What follows belongs to an exercise in optimizing a design on an open flow for small area, a short achievable clock period and few clock cycles; a production flow would make more cautious choices. In this exercise RTL edits were held to simulation tests only and were not proved equivalent to the original. Power figures rest on the tool's default switching activity, not on a simulated workload.

$ cat flow/run.sh
#!/bin/bash
# synth_recipe.tcl (not shown) runs the flow's synth.tcl, then flattens the netlist and writes it again
# the make line also repeats each setting of config.mk as NAME=value (left out here)
make -C /OpenROAD-flow-scripts/flow DESIGN_CONFIG=/design/flow/config.mk WORK_HOME=/design/flow/orfs CLKGATE_MAP_FILE= SYNTH_SCRIPT=/design/flow/synth_recipe.tcl finish
$ cat flow/config.mk
export PLATFORM = sky130hd
export DESIGN_NAME = spc
export DESIGN_NICKNAME = spc
export VERILOG_FILES = /design/flow/design.v
export SDC_FILE = /design/flow/constraint.sdc
export NUM_CORES = 4
export LEC_CHECK = 0
export ABC_AREA = 1
export CAP_MARGIN = 20
export CORE_MARGIN = 2
export CORE_UTILIZATION = 65
export CTS_CLUSTER_DIAMETER = 90
export CTS_CLUSTER_SIZE = 25
export SETUP_SLACK_MARGIN = 5
export SLEW_MARGIN = 20
$ cat flow/constraint.sdc
create_clock -name core_clock -period 10.0 [get_ports {clk}]
set_input_delay 2.0000 -clock core_clock [delete_from_list [all_inputs] [get_ports {clk}]]
set_output_delay 2.0000 -clock core_clock [all_outputs]
set_load 0.01 [all_outputs]
$ cat flow/design.v
module spc (
    input  wire        clk,
    input  wire        rst,         
    input  wire        h_req,       
    input  wire        h_we,        
    input  wire        h_wide,      
    input  wire [14:0] h_addr,      
    input  wire [31:0] h_wdata,
    output reg         h_ack,       
    output reg         h_err,       
    output reg  [31:0] h_rdata      
);
    localparam PAY_SIZE = 32;
    localparam TX_SIZE  = 50;
    localparam RX_SIZE  = 50;
    localparam FS_IDLE     = 3'd0;
    localparam FS_DECODED  = 3'd5;
    localparam FS_REJECTED = 3'd6;
    localparam E_TREAD   = 4'd2;
    localparam E_HEX     = 4'd3;
    localparam E_VERSION = 4'd4;
    localparam E_LENCHK  = 4'd5;
    localparam E_FCS     = 4'd6;
    localparam E_TOOBIG  = 4'd7;
    function is_hex(input [7:0] c);
        is_hex = (c >= 8'h30 && c <= 8'h39) ||
                 (c >= 8'h41 && c <= 8'h46) ||
                 (c >= 8'h61 && c <= 8'h66);
    endfunction
    function [3:0] hex_val(input [7:0] c);
        if (c >= 8'h30 && c <= 8'h39)      hex_val = c[3:0];
        else if (c >= 8'h41 && c <= 8'h46) hex_val = c[3:0] + 4'd9;
        else if (c >= 8'h61 && c <= 8'h66) hex_val = c[3:0] + 4'd9;
        else                               hex_val = 4'd0;
    endfunction
    function [7:0] hex_char(input [3:0] n);
        if (n <= 4'd9) hex_char = 8'h30 + {4'd0, n};
        else           hex_char = 8'h37 + {4'd0, n};
    endfunction
    function [15:0] lchk(input [11:0] len);
        reg [5:0] s;
        begin
            s = {2'b0, len[11:8]} + {2'b0, len[7:4]} + {2'b0, len[3:0]};
            lchk = {(4'd0 - s[3:0]), 12'd0};
        end
    endfunction
    function [15:0] lfield(input [11:0] len);
        lfield = lchk(len) | {4'd0, len};
    endfunction
    reg [31:0] opa;
    reg [31:0] res;
    reg [7:0]  req_addr;
    reg [7:0]  req_func;
    reg [15:0] req_plen;
    reg [15:0] rxlen;
    reg [15:0] fcs_acc;
    reg [31:0] rsp_hdr;
    reg [15:0] rsp_lfield;
    reg        rsp_vinv;
    reg        rsp_soibad;
    reg [15:0] rsp_rxfcs;
    reg [15:0] rsp_calcfcs;
    reg [2:0]  fstate;
    reg [3:0]  ferr;
    reg        cinv;
    reg        txvalid;
    reg        cmderr;
    reg [7:0]  paybuf [0:PAY_SIZE-1];
    reg [7:0]  txbuf  [13:44];           
    reg [4:0]  tx_hi  [45:48];
    reg [7:0]  rxbuf  [0:RX_SIZE-1];
    reg [7:0]  tx_addr;
    reg [7:0]  tx_func;
    reg [5:0]  tx_p;
    wire [15:0] tx_lf   = lfield({6'd0, tx_p});
    wire [15:0] tx_flen = txvalid ? {10'd0, tx_p} + 16'd18 : 16'd0;
    wire nn = (fstate == FS_DECODED) && (rsp_hdr[31:24] != 8'h00);
    wire [31:0] status = {20'd0, ferr, cmderr, txvalid, nn, cinv, fstate, 1'b0};
    reg        bbusy;         
    reg        b_h;           
    reg        b_p;           
    reg        b_f;           
    reg [5:0]  bidx;
    reg [4:0]  bpidx;         
    reg [15:0] acc;           
    reg [6:0]  cnt_p;         
    reg [2:0]  cnt_f;         
    reg [7:0]  eq;            
    reg [5:0]  sp;
    reg        s_soibad;      
    reg        s_hbad;        
    reg        s_vbad;        
    reg [3:0]  s_lsum;        
    reg [47:0] s_hdr;         
    reg        s_pbad;        
    reg [15:0] s_fcs;         
    reg        pbusy;         
    reg        pwarm;         
    reg        pf_valid;
    reg [2:0]  pf_win;
    reg [5:0]  pf_off;
    reg [7:0]  pf_data;
    reg        pf_miss;       
    wire in_regs = (h_addr[14:12] == 3'd0) && (h_addr[11:0] <= 12'h030) &&
                   (h_addr[1:0] == 2'b00);
    wire in_bufs = (h_addr[14:12] >= 3'd1) && (h_addr[14:12] <= 3'd5);
    wire bus_err = in_regs ? !h_wide : (in_bufs ? h_wide : 1'b1);
    wire [3:0]  reg_idx = h_addr[5:2];
    wire is_pay = (h_addr[14:12] == 3'd1);
    wire is_tx  = (h_addr[14:13] == 2'b01);
    wire is_rx  = (h_addr[14:13] == 2'b10);
    wire pay_in = is_pay && (h_addr[11:5] == 7'd0);
    wire tx_in  = is_tx  && (h_addr[12:6] == 7'd0) && (h_addr[5:0] < TX_SIZE);
    wire rx_in  = is_rx  && (h_addr[12:6] == 7'd0) && (h_addr[5:0] < RX_SIZE);
    wire [7:0] op = h_wdata[7:0];
    wire       op_refused = (op == 8'h0E) || (op == 8'h0F) || (op >= 8'h12);
    wire       cmd_wr   = h_we && h_wide && (h_addr == 15'd0);
    wire       parse_wr = cmd_wr && (op == 8'h11);
    wire       buf_rd   = !h_we && !h_wide && in_bufs;
    wire       pf_hit   = pf_valid && (h_addr == {pf_win, 6'd0, pf_off});
    wire [11:0] s_len   = s_hdr[11:0];
    wire        s_vinv  = s_soibad || s_hbad;
    wire        s_lbad  = (s_lsum != 4'd0);
    wire        s_lbig  = (s_len > 12'd32);
    wire        s_tread = (s_len != 12'd0) &&
                          (s_lbig || (rxlen < {10'd0, s_len[5:0]} + 16'd18));
    wire        h_fail  = s_vbad || s_vinv || s_lbad || s_tread;
    wire        s_hdone = (sp >= 6'd13);
    wire        s_done  = s_hdone && (cnt_p == 7'd0) && (cnt_f == 3'd0);
    wire        p_short = (rxlen < 16'd18);
    wire        p_ready = p_short || (s_hdone && (h_fail || s_done));
    wire stall_b = bbusy && (cmd_wr || ((is_pay || is_rx) && h_we));
    wire stall_p = parse_wr && !p_ready;
    wire buf_far = (h_addr[11:6] != 6'd0);
    wire stall_r = buf_rd && !pf_hit && !buf_far;
    wire stall   = stall_b || stall_p || stall_r;
    wire go      = h_req && !stall;
    wire wr_go   = go && h_we && !bus_err;
    wire [14:0] pf_next = {pf_win, 6'd0, pf_off + 6'd1};
    wire [14:0] tgt     = pf_miss ? h_addr : pf_next;
    wire t_is_pay = (tgt[14:12] == 3'd1);
    wire t_is_tx  = (tgt[14:13] == 2'b01);
    wire t_is_rx  = (tgt[14:13] == 2'b10);
    wire t_pay_in = t_is_pay && (tgt[11:5] == 7'd0);
    wire t_tx_in  = t_is_tx  && (tgt[12:6] == 7'd0) && (tgt[5:0] < TX_SIZE);
    wire t_rx_in  = t_is_rx  && (tgt[12:6] == 7'd0) && (tgt[5:0] < RX_SIZE);
    wire pf_ok    = !(bbusy && t_is_pay) &&
                    !(bbusy && t_is_tx && (tgt[12:0] >= {7'd0, bidx}));
    wire [4:0] pay_ra  = bbusy ? (b_p ? bpidx + 5'd1 : bpidx) : tgt[4:0];
    wire [7:0] pay_rd  = paybuf[pay_ra];
    wire [5:0] rx_ra   = pbusy ? (pwarm ? sp + 6'd1 : sp) : tgt[5:0];
    wire [7:0] rx_rd   = rxbuf[rx_ra];
    reg [7:0] tx_rd;
    always @(*) begin
        case (tgt[5:0])
            6'd0:  tx_rd = 8'h7E;
            6'd1:  tx_rd = 8'h32;
            6'd2:  tx_rd = 8'h30;
            6'd3:  tx_rd = hex_char(tx_addr[7:4]);
            6'd4:  tx_rd = hex_char(tx_addr[3:0]);
            6'd5:  tx_rd = 8'h34;
            6'd6:  tx_rd = 8'h36;
            6'd7:  tx_rd = hex_char(tx_func[7:4]);
            6'd8:  tx_rd = hex_char(tx_func[3:0]);
            6'd9:  tx_rd = hex_char(tx_lf[15:12]);
            6'd10: tx_rd = hex_char(tx_lf[11:8]);
            6'd11: tx_rd = hex_char(tx_lf[7:4]);
            6'd12: tx_rd = hex_char(tx_lf[3:0]);
            6'd45, 6'd46, 6'd47, 6'd48:
                   tx_rd = tx_hi[tgt[5:0]][4] ? 8'h0D : hex_char(tx_hi[tgt[5:0]][3:0]);
            6'd49: tx_rd = 8'h0D;
            default: tx_rd = (tgt[5:0] <= 6'd44) ? txbuf[tgt[5:0]] : 8'h00;
        endcase
    end
    reg [31:0] reg_rdata;
    always @(*) begin
        case (reg_idx)
            4'd1:    reg_rdata = status;
            4'd2:    reg_rdata = opa;
            4'd3:    reg_rdata = res;
            4'd4:    reg_rdata = {24'd0, req_addr};
            4'd5:    reg_rdata = {24'd0, req_func};
            4'd6:    reg_rdata = {16'd0, req_plen};
            4'd7:    reg_rdata = {16'd0, tx_flen};
            4'd8:    reg_rdata = {16'd0, rxlen};
            4'd9:    reg_rdata = {16'd0, fcs_acc};
            4'd10:   reg_rdata = rsp_hdr;
            4'd11:   reg_rdata = {14'd0, rsp_soibad, rsp_vinv, rsp_lfield};
            4'd12:   reg_rdata = {rsp_calcfcs, rsp_rxfcs};
            default: reg_rdata = 32'd0;
        endcase
    end
    reg [7:0] buf_rdata;
    always @(*) begin
        buf_rdata = 8'd0;
        if (t_pay_in)     buf_rdata = pay_rd;
        else if (t_tx_in) buf_rdata = tx_rd;
        else if (t_rx_in) buf_rdata = rx_rd;
    end
    always @(*) begin
        h_ack   = go;
        h_err   = bus_err;
        h_rdata = (h_addr[14:12] == 3'd0) ? reg_rdata : {24'd0, buf_far ? 8'd0 : pf_data};
    end
    reg  [3:0]  b_nib;
    always @(*) begin
        case (bidx[3:0])
            4'd1:    b_nib = 4'h2;
            4'd2:    b_nib = 4'h0;
            4'd3:    b_nib = tx_addr[7:4];
            4'd4:    b_nib = tx_addr[3:0];
            4'd5:    b_nib = 4'h4;
            4'd6:    b_nib = 4'h6;
            4'd7:    b_nib = tx_func[7:4];
            4'd8:    b_nib = tx_func[3:0];
            4'd9:    b_nib = tx_lf[15:12];
            4'd10:   b_nib = tx_lf[11:8];
            4'd11:   b_nib = tx_lf[7:4];
            default: b_nib = tx_lf[3:0];
        endcase
    end
    wire [7:0]  b_byte = b_h ? hex_char(b_nib) :
                         b_p ? eq :
                         b_f ? hex_char(acc[15:12]) : 8'h0D;
    wire        host_rx  = wr_go && rx_in;
    wire        host_seq = host_rx && ((h_addr[5:0] == sp) || (h_addr[5:0] == 6'd0));
    wire        eng_step = pbusy && pwarm && !p_ready && (sp < RX_SIZE);
    wire        pr_en    = host_seq || eng_step;
    wire        pr_zero  = pbusy ? (sp == 6'd0) : (h_addr[5:0] == 6'd0);
    wire [5:0]  pr_next  = pr_zero ? 6'd1 : sp + 6'd1;
    wire [7:0]  pr_byte  = pbusy ? eq : h_wdata[7:0];
    wire        pr_hex   = is_hex(pr_byte);
    wire [3:0]  pr_val   = hex_val(pr_byte);
    wire        r_h      = (sp <= 6'd12);
    wire        r_p      = !r_h && (cnt_p != 7'd0);
    wire        r_f      = !r_h && (cnt_p == 7'd0) && (cnt_f != 3'd0);
    always @(posedge clk) begin
        if (wr_go && pay_in) paybuf[h_addr[4:0]] <= h_wdata[7:0];
        if (host_rx) rxbuf[h_addr[5:0]] <= h_wdata[7:0];
        if (bbusy && !b_h && bidx <= 6'd44) txbuf[bidx] <= b_byte;
        if (bbusy && bidx >= 6'd45 && bidx <= 6'd48) tx_hi[bidx] <= {!b_f, acc[15:12]};
    end
    always @(posedge clk) begin
        if (rst) begin
            pf_valid <= 1'b0;
            pf_miss  <= 1'b0;
        end else if (h_req && buf_rd) begin
            pf_miss <= !pf_miss && !pf_hit;
            if (pf_miss || pf_hit) begin
                pf_win   <= tgt[14:12];
                pf_off   <= tgt[5:0];
                pf_data  <= buf_rdata;
                pf_valid <= pf_ok && (tgt[11:6] == 6'd0);
            end
        end else if (wr_go && cmd_wr && op == 8'h10 && req_plen <= PAY_SIZE) begin
            pf_win   <= 3'd2;
            pf_off   <= 6'd0;
            pf_data  <= 8'h7E;
            pf_valid <= 1'b1;
            pf_miss  <= 1'b0;
        end else begin
            pf_miss  <= 1'b0;
            if (wr_go && (in_bufs || cmd_wr)) pf_valid <= 1'b0;
        end
    end
    wire build_go = wr_go && cmd_wr && op == 8'h10 && req_plen <= PAY_SIZE;
    always @(posedge clk) begin
        if (bbusy)      eq <= pay_rd;
        else if (pbusy) eq <= rx_rd;
        if (bbusy) begin
            if (b_h) begin
                acc <= acc - {8'd0, b_byte};
            end else if (b_p) begin
                acc   <= acc - {8'd0, b_byte};
                cnt_p <= cnt_p - 7'd1;
            end else if (b_f) begin
                acc   <= {acc[11:0], 4'd0};
                cnt_f <= cnt_f - 3'd1;
            end
        end else if (build_go) begin
            acc   <= 16'd0;
            cnt_p <= {1'b0, req_plen[5:0]};
            cnt_f <= 3'd4;
        end else if (pr_en) begin
            if (pr_zero) begin
                acc <= 16'd0;
            end else if (r_h) begin
                acc <= acc - {8'd0, pr_byte};
                if (sp == 6'd12) begin
                    cnt_p <= (s_hdr[7:3] != 5'd0) ? 7'd127 : {s_hdr[2:0], pr_val};
                    cnt_f <= 3'd4;
                end
            end else if (r_p) begin
                acc   <= acc - {8'd0, pr_byte};
                cnt_p <= cnt_p - 7'd1;
            end else if (r_f) begin
                cnt_f <= cnt_f - 3'd1;
            end
        end
    end
    always @(posedge clk) begin
        if (bbusy) begin
            bidx <= bidx + 6'd1;
            if (b_h) begin
                if (bidx == 6'd12) begin
                    b_h <= 1'b0;
                    if (cnt_p != 7'd0) b_p <= 1'b1;
                    else               b_f <= 1'b1;
                end
            end else if (b_p) begin
                bpidx <= bpidx + 5'd1;
                if (cnt_p == 7'd1) begin
                    b_p <= 1'b0;
                    b_f <= 1'b1;
                end
            end else if (b_f) begin
                if (cnt_f == 3'd1) b_f <= 1'b0;
            end
            if ((!b_h && !b_p && !b_f) || bidx >= 6'd49) bbusy <= 1'b0;
        end else if (build_go) begin
            bbusy   <= 1'b1;
            b_h     <= 1'b1;
            b_p     <= 1'b0;
            b_f     <= 1'b0;
            bidx    <= 6'd1;
            bpidx   <= 5'd0;
            tx_addr <= req_addr;
            tx_func <= req_func;
            tx_p    <= req_plen[5:0];
        end
    end
    always @(posedge clk) begin
        if (rst) begin
            sp    <= 6'd0;
            pbusy <= 1'b0;
            pwarm <= 1'b0;
        end else begin
            pbusy <= stall_p && h_req && !bbusy;
            pwarm <= pbusy && stall_p && h_req && !bbusy;
            if (build_go) begin
                sp <= 6'd0;
            end else if (pr_en) begin
                sp <= pr_next;
                if (pr_zero) begin
                    s_soibad <= (pr_byte != 8'h7E);
                    s_hbad   <= 1'b0;
                    s_pbad   <= 1'b0;
                end else if (r_h) begin
                    s_hdr  <= {s_hdr[43:0], pr_val};
                    if (!pr_hex) s_hbad <= 1'b1;
                    if (sp == 6'd1) s_vbad <= (pr_val != 4'd2);
                    if (sp == 6'd9) s_lsum <= pr_val;
                    else            s_lsum <= s_lsum + pr_val;
                end else if (r_p) begin
                    if (!pr_hex) s_pbad <= 1'b1;
                end else if (r_f) begin
                    s_fcs  <= {s_fcs[11:0], pr_val};
                    if (!pr_hex) s_pbad <= 1'b1;
                end
            end else if (host_rx && h_addr[5:0] < sp) begin
                sp <= 6'd0;
            end
        end
    end
    always @(posedge clk) begin
        if (rst) begin
            opa         <= 32'd0;
            res         <= 32'd0;
            req_addr    <= 8'd0;
            req_func    <= 8'd0;
            req_plen    <= 16'd0;
            rxlen       <= 16'd0;
            fcs_acc     <= 16'd0;
            rsp_hdr     <= 32'd0;
            rsp_lfield  <= 16'd0;
            rsp_vinv    <= 1'b0;
            rsp_soibad  <= 1'b0;
            rsp_rxfcs   <= 16'd0;
            rsp_calcfcs <= 16'd0;
            fstate      <= FS_IDLE;
            ferr        <= 4'd0;
            cinv        <= 1'b0;
            txvalid     <= 1'b0;
            cmderr      <= 1'b0;
        end else if (wr_go && in_regs) begin
            case (reg_idx)
            4'd2: opa      <= h_wdata;
            4'd4: req_addr <= h_wdata[7:0];
            4'd5: req_func <= h_wdata[7:0];
            4'd6: req_plen <= h_wdata[15:0];
            4'd8: rxlen    <= h_wdata[15:0];
            4'd0: begin
                if (op_refused) begin
                    cmderr <= 1'b1;
                end else begin
                    cmderr <= 1'b0;
                    case (op)
                    8'h01: res <= {24'd0, hex_char(opa[3:0])};
                    8'h02: res <= {16'd0, hex_char(opa[7:4]), hex_char(opa[3:0])};
                    8'h03: res <= {hex_char(opa[15:12]), hex_char(opa[11:8]),
                                   hex_char(opa[7:4]), hex_char(opa[3:0])};
                    8'h04: begin
                        res <= {28'd0, hex_val(opa[7:0])};
                        if (!is_hex(opa[7:0])) cinv <= 1'b1;
                    end
                    8'h05: begin
                        res <= {24'd0, hex_val(opa[15:8]), hex_val(opa[7:0])};
                        if (!is_hex(opa[15:8]) || !is_hex(opa[7:0])) cinv <= 1'b1;
                    end
                    8'h06: begin
                        res <= {16'd0, hex_val(opa[31:24]), hex_val(opa[23:16]),
                                hex_val(opa[15:8]), hex_val(opa[7:0])};
                        if (!is_hex(opa[31:24]) || !is_hex(opa[23:16]) ||
                            !is_hex(opa[15:8])  || !is_hex(opa[7:0])) cinv <= 1'b1;
                    end
                    8'h07: cinv <= 1'b0;
                    8'h08: res <= {16'd0, lchk(opa[11:0])};
                    8'h09: res <= {16'd0, lfield(opa[11:0])};
                    8'h0A: res <= {31'd0, lchk(opa[11:0]) == {opa[15:12], 12'd0}};
                    8'h0B: fcs_acc <= 16'd0;
                    8'h0C: fcs_acc <= fcs_acc + {8'd0, opa[7:0]};
                    8'h0D: res <= {15'd0, {1'b0, ~fcs_acc} + 17'd1};
                    8'h10: begin
                        fstate <= (req_plen > PAY_SIZE) ? FS_REJECTED : FS_IDLE;
                        ferr   <= (req_plen > PAY_SIZE) ? E_TOOBIG : 4'd0;
                        txvalid <= (req_plen <= PAY_SIZE);
                    end
                    8'h11: begin
                        rsp_rxfcs   <= 16'd0;
                        rsp_calcfcs <= 16'd0;
                        fstate      <= FS_REJECTED;
                        if (p_short) begin
                            rsp_hdr    <= 32'd0;
                            rsp_lfield <= 16'd0;
                            rsp_vinv   <= 1'b0;
                            rsp_soibad <= 1'b0;
                            ferr       <= E_TREAD;
                        end else begin
                            rsp_hdr    <= {s_hdr[23:16], s_hdr[31:24], s_hdr[39:32], s_hdr[47:40]};
                            rsp_lfield <= s_hdr[15:0];
                            rsp_vinv   <= s_vinv;
                            rsp_soibad <= s_soibad;
                            if (s_vbad)       ferr <= E_VERSION;
                            else if (s_vinv)  ferr <= E_HEX;
                            else if (s_lbad)  ferr <= E_LENCHK;
                            else if (s_tread) ferr <= E_TREAD;
                            else if (s_pbad)  ferr <= E_HEX;
                            else begin
                                rsp_rxfcs   <= s_fcs;
                                rsp_calcfcs <= acc;
                                if (s_fcs != acc) begin
                                    ferr <= E_FCS;
                                end else begin
                                    ferr   <= 4'd0;
                                    fstate <= FS_DECODED;
                                end
                            end
                        end
                    end
                    default: ;
                    endcase
                end
            end
            default: ;
            endcase
        end
    end
endmodule
==> results of run 1 <==
==> power groups by stage <==
stage                     Sequential, mW  Clock [mW]  Combinational [mW]
after floorplan                     6.03           0               0.245
after global placement              6.03           0               0.430
after detailed placement            6.03           0               0.439
after CTS                           5.90        3.07               0.497
after global routing                5.90        3.25               0.555
final                               5.90        3.09               0.532
==> worst paths after layout <==
kind                    start           end  cells past startpoint
hold / removal    req_func[2]    tx_func[2]                      0
setup / recovery    h_addr[4]    h_rdata[0]                     10
setup reg to reg     s_hdr[2]  rxbuf[30][1]                     19
hold reg to reg   req_func[2]    tx_func[2]                      0
==> cell usage after synthesis (102+ instances only) <==
cell type	n
buf_2	105
ha_1	119
o211ai_1	234
nand2_1	886
a21oi_1	307
nand4_1	107
o21ai_0	563
or2_2	102
o22ai_1	151
edfxtp_1	1091
clkbuf_1	169
nor2_1	709
nand3_1	298
dfxtp_1	228
inv_1	477
==> repair_timing <==
item	4_1_cts	5_1_grt
gates resized for setup	412	156
hold endpoints to repair	0	0
gates cloned	10	4
pin swaps	74	61
setup buffers	116	32
endpoints found under the setup margin	865	223
hold buffers	0	0
==> cell families (layout without fill, tap and decap cells) <==
logic type,count (synthesis),after routing,share of synthesized area
buffers and inverters,823,936,0.05404
adders and majority gates,127,127,0.02679
other,0,1,0
xor gates and xnor gates,85,85,0.01209
and+or+nand+nor,2258,2267,0.1608
AOI/OAI and AO/OA,1452,1453,0.1398
muxes,1,1,0.0001626
DFF,1319,1319,0.6063
==> worst reg2reg max path, stage by stage (launching register included) <==
cell and delay [ns]:
edfxtp_1 0.59, ha_1 0.30, a21oi_1 0.18, xor2_1 0.17
ha_1 0.26, nand2_1 0.08, nand2_1 0.06, nand2_1 0.05
nand2_1 0.05, nor2_1 0.09, nand2_1 0.07, nand2_1 0.06
nand2_1 0.12, nand2_1 0.14, nand2_1 0.16, nand2_2 0.20
nand4_4 0.27, nor2_4 0.29, nand2_1 0.41, nor2_1 0.91
==> final cells by class <==
type | count | share of cell area
Sequential cell | 1319 | 0.5463
Multi-Input combinational cell | 3933 | 0.3257
Timing Repair Buffer | 316 | 0.04527
Inverter | 520 | 0.03031
Clock buffer | 84 | 0.02593
Tap cell | 1254 | 0.02296
Clock inverter | 16 | 0.003534
Antenna cell | 1 | 0.00003662
==> per-stage QoR <==
stage                     std cells  hold WS, ns
after floorplan                6065       0.4082
after global placement         7178       0.4144
after detailed placement       7179       0.4168
after CTS                      7405       0.4354
after global routing           7442       0.4445
final                          7443       0.4393
==> layout by cell type, fill, tap and decap left out, types with 39 or more instances in the layout <==
cell	Yosys	layout
nand3_1	298	289
xor2_1	58	58
buf_4	9	171
inv_2	28	39
nor2_1	709	678
clkbuf_16	0	71
or2_2	102	102
inv_1	477	441
ha_1	119	116
nor3_1	70	56
o21ai_1	26	45
o211ai_1	234	234
nand4_1	107	107
nand2_1	886	845
a21oi_1	307	295
dfxtp_1	228	226
o22ai_1	151	143
edfxtp_1	1091	1091
o21ai_0	563	517
==> state kept, by name (all words and copies together), names as in the netlist, 16 cells and up <==
signal and cells:
s_fcs 16, res 30, rsp_lfield 16, rsp_calcfcs 16, s_hdr 48, tx_hi 20
rxbuf 400, acc 16, opa 32, rsp_rxfcs 16, txbuf 256, fcs_acc 16
paybuf 256, rsp_hdr 32, req_plen 16, rxlen 16
==> routing by layer <==
layer  global-route usage  routed length (µm)
met1               0.5544               75220
met2               0.5940               87820
met3               0.1040               26520
met4               0.1687                9731
met5                    0                  69
==> summary.txt, run 1 <==
Yosys
  • Seq/Total Area, Yosys: 0.6063
  • Distinct cells, synth: 70
  • Avg Inst Size Synth: 10.15 µm²
  • Synth area leaders: edfxtp_1 53%, dfxtp_1 7.4%, nand2_1 5.4%
  • Number of synthesized flops with an enable pin: 1091
  • Warnings, synthesis: 1
  • Synthesized Nets: 6244
  • Post-synth top area cell: edfxtp_1
  • Post-synth top flop: edfxtp_1
  • Mapped cell area: 61570 µm²
  • Yosys reg bits: 1319
  • Yosys top cell area share: 0.5321
  • Async S/R FF share, synth: 0
  • Mapped Cells: 6065

Power
  • P_int: 7.357 mW
  • Sw Ratio: 0.2281
  • PD cells: 139.5 nW/µm²
  • Clk pwr share: 0.325
  • Pwr Total: 9.530 mW
  • Sw power: 2.173 mW
  • Gate power share: 0.056
  • Leakage: 23.70 nW
  • Peak VDD IR: 0.1829 mV
  • Sequential Power Share: 0.620

Cells and area
  • Reg area: 37330 µm²
  • Final Net Count: 6336
  • Final core utilization: 0.7299
  • Area of the multi-input gates: 22250 µm²
  • Syn-to-layout area delta: 10.99%
  • # fillers: 6633
  • Layout cells sized above 1: 0.1309
  • Finished Cell Area: 68330 µm²

Critical path
  • CP max stage delay: 0.27 ns
  • Worst-path cell chain: buf_16 > nor2_4 > nand2_4 > nor2_2 > buf_6 > clkinvlp_4 > o221ai_2 > nor4_1 > o21ai_1 > buf_2
  • Worst EP required: 8.00 ns
  • Crit-path leading delay family: buffers and inverters
  • Reg2Reg Setup Slack: 5.18 ns
  • CP endpoint kind: output pin
  • Crit-path max FO: 6
  • Slowest stage cell, crit path: o21ai_1
  • Critical path arrival: 3.67 ns
  • CP Launch Type: primary input
  • Setup CP Type: in -> out
  • Critical path buffers and inverters: 4

GRT
  • Gr ovfl total: 0
  • Antenna violations before repair: 7
  • Largest net degree at the start of global routing: 115
  • First-pass GRT wire length: 289.1 mm
  • Gr usage total: 0.3975
  • Vias in the first global route: 45540

Place
  • Dpl ws: 2.426 ns
  • Hpwl dp: 129.3 mm
  • Placement Cell Area: 63540 µm²
  • RePlAce Congestion: 1.023
  • IO buf count: 85

Floorplan
  • Die W: 311.8 µm
  • Core ar.: 93610 µm²
  • Top Ports: 86
  • Die area: 97190 µm²
  • # rows: 112
  • Initial Utilization: 0.6577
  • Chip Height: 311.8 µm

Drt
  • Initial DRT Pass Iterations: 7
  • Total wire length: 199.4 mm
  • DR WL/cell: 26.79 µm
  • Total number of vias: 49360
  • Post-route ant nets: 0
  • Drt via density: 6.631
  • Number of remaining DRC errors: 0
  • Drt initial violations: 7725

Timing
  • Fmax: 176.4 MHz
  • Final setup vio count: 0
  • RSZ-0062 raised after global routing: yes
  • Final hold viol count: 0
  • Fin. max-slew vios: 0
  • Crit path setup slack, layout: 4.332 ns
  • Slew headroom: 0.2261
  • Fin crit share: 0.5668
  • Slew @ Worst Pin: 1.155 ns
  • Final Critical Period: 5.668 ns
  • Final Skew: 0.04833 ns
  • Setup TNS: 0 ns

Clock network
  • H-Tree Level Count: 3
  • Num CTS Buffers: 67
  • Root Buffer: clkbuf_16
  • Clock latency (worst-skew pair): 0.70 ns
  • Maximum root-to-sink buffer count: 3
  • Clk sinks: 1319
  • TritonCTS clock tree: built
  • Clk pin slew, worst setup/hold paths: 0.09 ns

Hold path
  • Hold Crit Class: reg -> reg

Status
  • Status: timing/DRC/antenna clean

Run
  • Max Cap Violations: 0
Testbench counts, summed over its fixed seeds: cycles 33,029.
==> inputs of run 2 (changes only) <==
--- a/flow/config.mk
+++ b/flow/config.mk
@@ -5,7 +5,6 @@
 export SDC_FILE = /design/flow/constraint.sdc
 export NUM_CORES = 4
 export LEC_CHECK = 0
-export ABC_AREA = 1
 export CAP_MARGIN = 20
 export CORE_MARGIN = 2
 export CORE_UTILIZATION = 65
==> summary.txt, run 2 <==
Timing
  • RSZ-0062 raised after global routing: yes
  • Fin crit share: 0.5692
  • Final hold viol count: 0
  • Slew headroom: 0.1951
  • Setup TNS: 0 ns
  • Slew @ Worst Pin: 1.203 ns
  • Final Skew: 0.03514 ns
  • Final setup vio count: 0
  • Final Critical Period: 5.692 ns
  • Fmax: 175.7 MHz
  • Fin. max-slew vios: 0

Critical path
  • CP Launch Type: primary input
  • CP endpoint kind: output pin
  • Worst EP required: 8.00 ns
  • Setup CP Type: in -> out
  • Critical path arrival: 3.69 ns
  • Crit-path max FO: 6

GRT
  • Gr usage total: 0.3709
  • Antenna violations before repair: 7
  • First-pass GRT wire length: 260.8 mm
  • Gr ovfl total: 0
  • Largest net degree at the start of global routing: 78
  • Vias in the first global route: 39110

Cells and area
  • Diode count: 0
  • Max reg flops: 400
  • Most frequent cells in the layout: 1091 x edfxtp_1, 596 x nand2_1, 306 x nor2_1
  • Area of the multi-input gates: 23130 µm²
  • # fillers: 6305
  • Reg area: 37330 µm²
  • Syn-to-layout area delta: 11.20%
  • Final Net Count: 5081
  • Layout cells sized above 1: 0.1700
  • Commonest non-fill, non-tap cell in the layout: edfxtp_1
  • Final core utilization: 0.7270

Clock network
  • TritonCTS clock tree: built
  • Clock latency (worst-skew pair): 0.72 ns
  • Clk pin slew, worst setup/hold paths: 0.10 ns
  • Maximum root-to-sink buffer count: 3
  • Root Buffer: clkbuf_16
  • H-Tree Level Count: 2
  • Hold buffers post-CTS: 0
  • Num CTS Buffers: 61
  • Clk sinks: 1319

Drt
  • Drt via density: 6.824
  • Total wire length: 180.0 mm
  • Post-route ant nets: 0
  • Number of remaining DRC errors: 0
  • Total number of vias: 42360
  • DR WL/cell: 29.00 µm
  • Initial DRT Pass Iterations: 8
  • Drt initial violations: 6500

Floorplan
  • Core ar.: 93050 µm²
  • # rows: 112
  • Die W: 309.9 µm
  • Die area: 96050 µm²
  • Chip Height: 309.9 µm
  • Initial Utilization: 0.6538
  • Top Ports: 86

Place
  • RePlAce Congestion: 0.9587
  • Hpwl dp: 117.5 mm
  • IO buf count: 85

Yosys
  • Commonest cells in the netlist: 1091 x edfxtp_1, 612 x nand2_1, 354 x nor2_1
  • Seq/Total Area, Yosys: 0.6136
  • Synthesized Nets: 4960
  • Mapped Cells: 4781
  • Yosys top cell area share: 0.5385
  • Warnings, synthesis: 1
  • Cell with the most instances after synthesis: edfxtp_1
  • Avg Inst Size Synth: 12.72 µm²
  • Post-synth top flop: edfxtp_1
  • Synth area leaders: edfxtp_1 54%, dfxtp_1 7.5%, mux4_2 5.4%
  • Number of synthesized flops with an enable pin: 1091
  • Post-synth top area cell: edfxtp_1
  • Mapped cell area: 60830 µm²
  • Distinct cells, synth: 112
  • Async S/R FF share, synth: 0
  • Yosys reg bits: 1319

Power
  • PD cells: 137.8 nW/µm²
  • Sequential Power Share: 0.633
  • Sw power: 2.046 mW
  • Pwr Total: 9.324 mW
  • Leakage: 22.19 nW
  • Sw Ratio: 0.2195
  • P_int: 7.278 mW
  • Peak VDD IR: 0.1772 mV
  • Clk pwr share: 0.313
  • Gate power share: 0.053

Status
  • Status: timing/DRC/antenna clean

Hold path
  • Hold Crit Class: reg -> reg

Run
  • Max Cap Violations: 0
## run 2: logic make-up after synthesis
kind of cell | count (synthesis) | share of synthesized area
adders and majority gates | 127 | 0.02711
and+or+nand+nor | 1525 | 0.1172
xor gates and xnor gates | 136 | 0.01989
AOI/OAI and AO/OA | 931 | 0.1023
buffers and inverters | 407 | 0.03112
muxes | 336 | 0.08881
DFF | 1319 | 0.6136
## run 2: worst paths after layout
kind | from | endpoint | slack (ns) | depth (start not counted)
max | h_addr[2] | h_rdata[0] | 4.31 | 11
min | res[16] | res[16] | 0.46 | 2
max reg2reg | bidx[0] | acc[12] | 5.08 | 24
min reg2reg | res[16] | res[16] | 0.46 | 2
## run 2: worst max-delay path: stages
cell and delay (ns):
buf_12 0.12, buf_12 0.13, buf_4 0.14, nand2_4 0.06, nor2_4 0.05, buf_4 0.15
a22o_1 0.22, a221oi_1 0.30, and3_1 0.26, o21ai_2 0.10, buf_2 0.15
## run 2: stage by stage
| stage | cell area, µm² | hold WS (ns) | std cells | setup slack, ns |
|---|---|---|---|---|
| 4_1_cts | 66600 | 0.4597 | 6149 | 4.336 |
| 3_3_place_gp | 62840 | 0.4326 | 5898 | 2.324 |
| 5_1_grt | 67650 | 0.4765 | 6208 | 4.250 |
| 3_5_place_dp | 62850 | 0.4373 | 5898 | 2.240 |
| 2_1_floorplan | 61500 | 0.4273 | 4781 | 4.527 |
| 6_report | 67650 | 0.4605 | 6208 | 4.308 |
## run 2: final cells by class
| type | instances | area share |
|---|---|---|
| sequential | 1319 | 0.5518 |
| multi-input combinational | 3061 | 0.3419 |
| timing repair buffer | 338 | 0.04892 |
| clock buffer | 105 | 0.02547 |
| tap | 1254 | 0.02319 |
| inverter | 121 | 0.007084 |
| clock inverter | 10 | 0.001628 |
## run 2: power groups by stage
stage	clock, mW	sequential (mW)	combinational (mW)
after global routing	3.11	5.91	0.519
final	2.92	5.91	0.497
after CTS	2.93	5.91	0.464
after detailed placement	0	6.03	0.410
after global placement	0	6.03	0.406
after floorplan	0	6.03	0.247
## run 2: routing by layer
metal	vias to the layer above	GRT usage	share of wire	routed length, µm
li1	18310	-	-	-
met1	21130	0.5457	0.40	71320
met2	2528	0.5570	0.45	81200
met3	378	0.07840	0.11	20700
met4	12	0.1214	0.037	6724
met5	-	0	0.00044	80
## run 2: repair_timing
action,in CTS,in global routing
gates resized for setup,383,132
pin swaps,79,67
setup buffers,124,56
cloned,12,2
endpoints found under the setup margin,1006,350

-- afterwards: timing with drivers on the ports --
Ports are ideal in the flow. The routed layouts listed here were re-timed in OpenROAD. Step 1 assumes that a clkbuf_16 drives the clock port and a buf_2 every other input. Step 2 times the ports against the registers' clock, not the clock port: input delays grow and output delays shrink by t, the midpoint of the rising clock arrivals with the driver on. a / b / c = ideal ports / drivers / drivers and shift; a / b = the first two.
run	shift t [ns]	setup WS [ns]	hold slack, ns	latest minus earliest clock arrival (ns)	worst data-port slew with drivers (ns)
run 1	0.752	4.332 / 4.167 / 4.167	0.439 / 0.439 / 0.439	0.048 / 0.048	0.19
run 2	0.786	4.308 / 4.231 / 4.193	0.461 / 0.461 / 0.461	0.040 / 0.041	0.14
After both steps setup and hold are still met in every run listed. For run 1, which loses most, drivers alone change the setup slack by -0.165 ns; drivers and shift together by -0.165 ns.
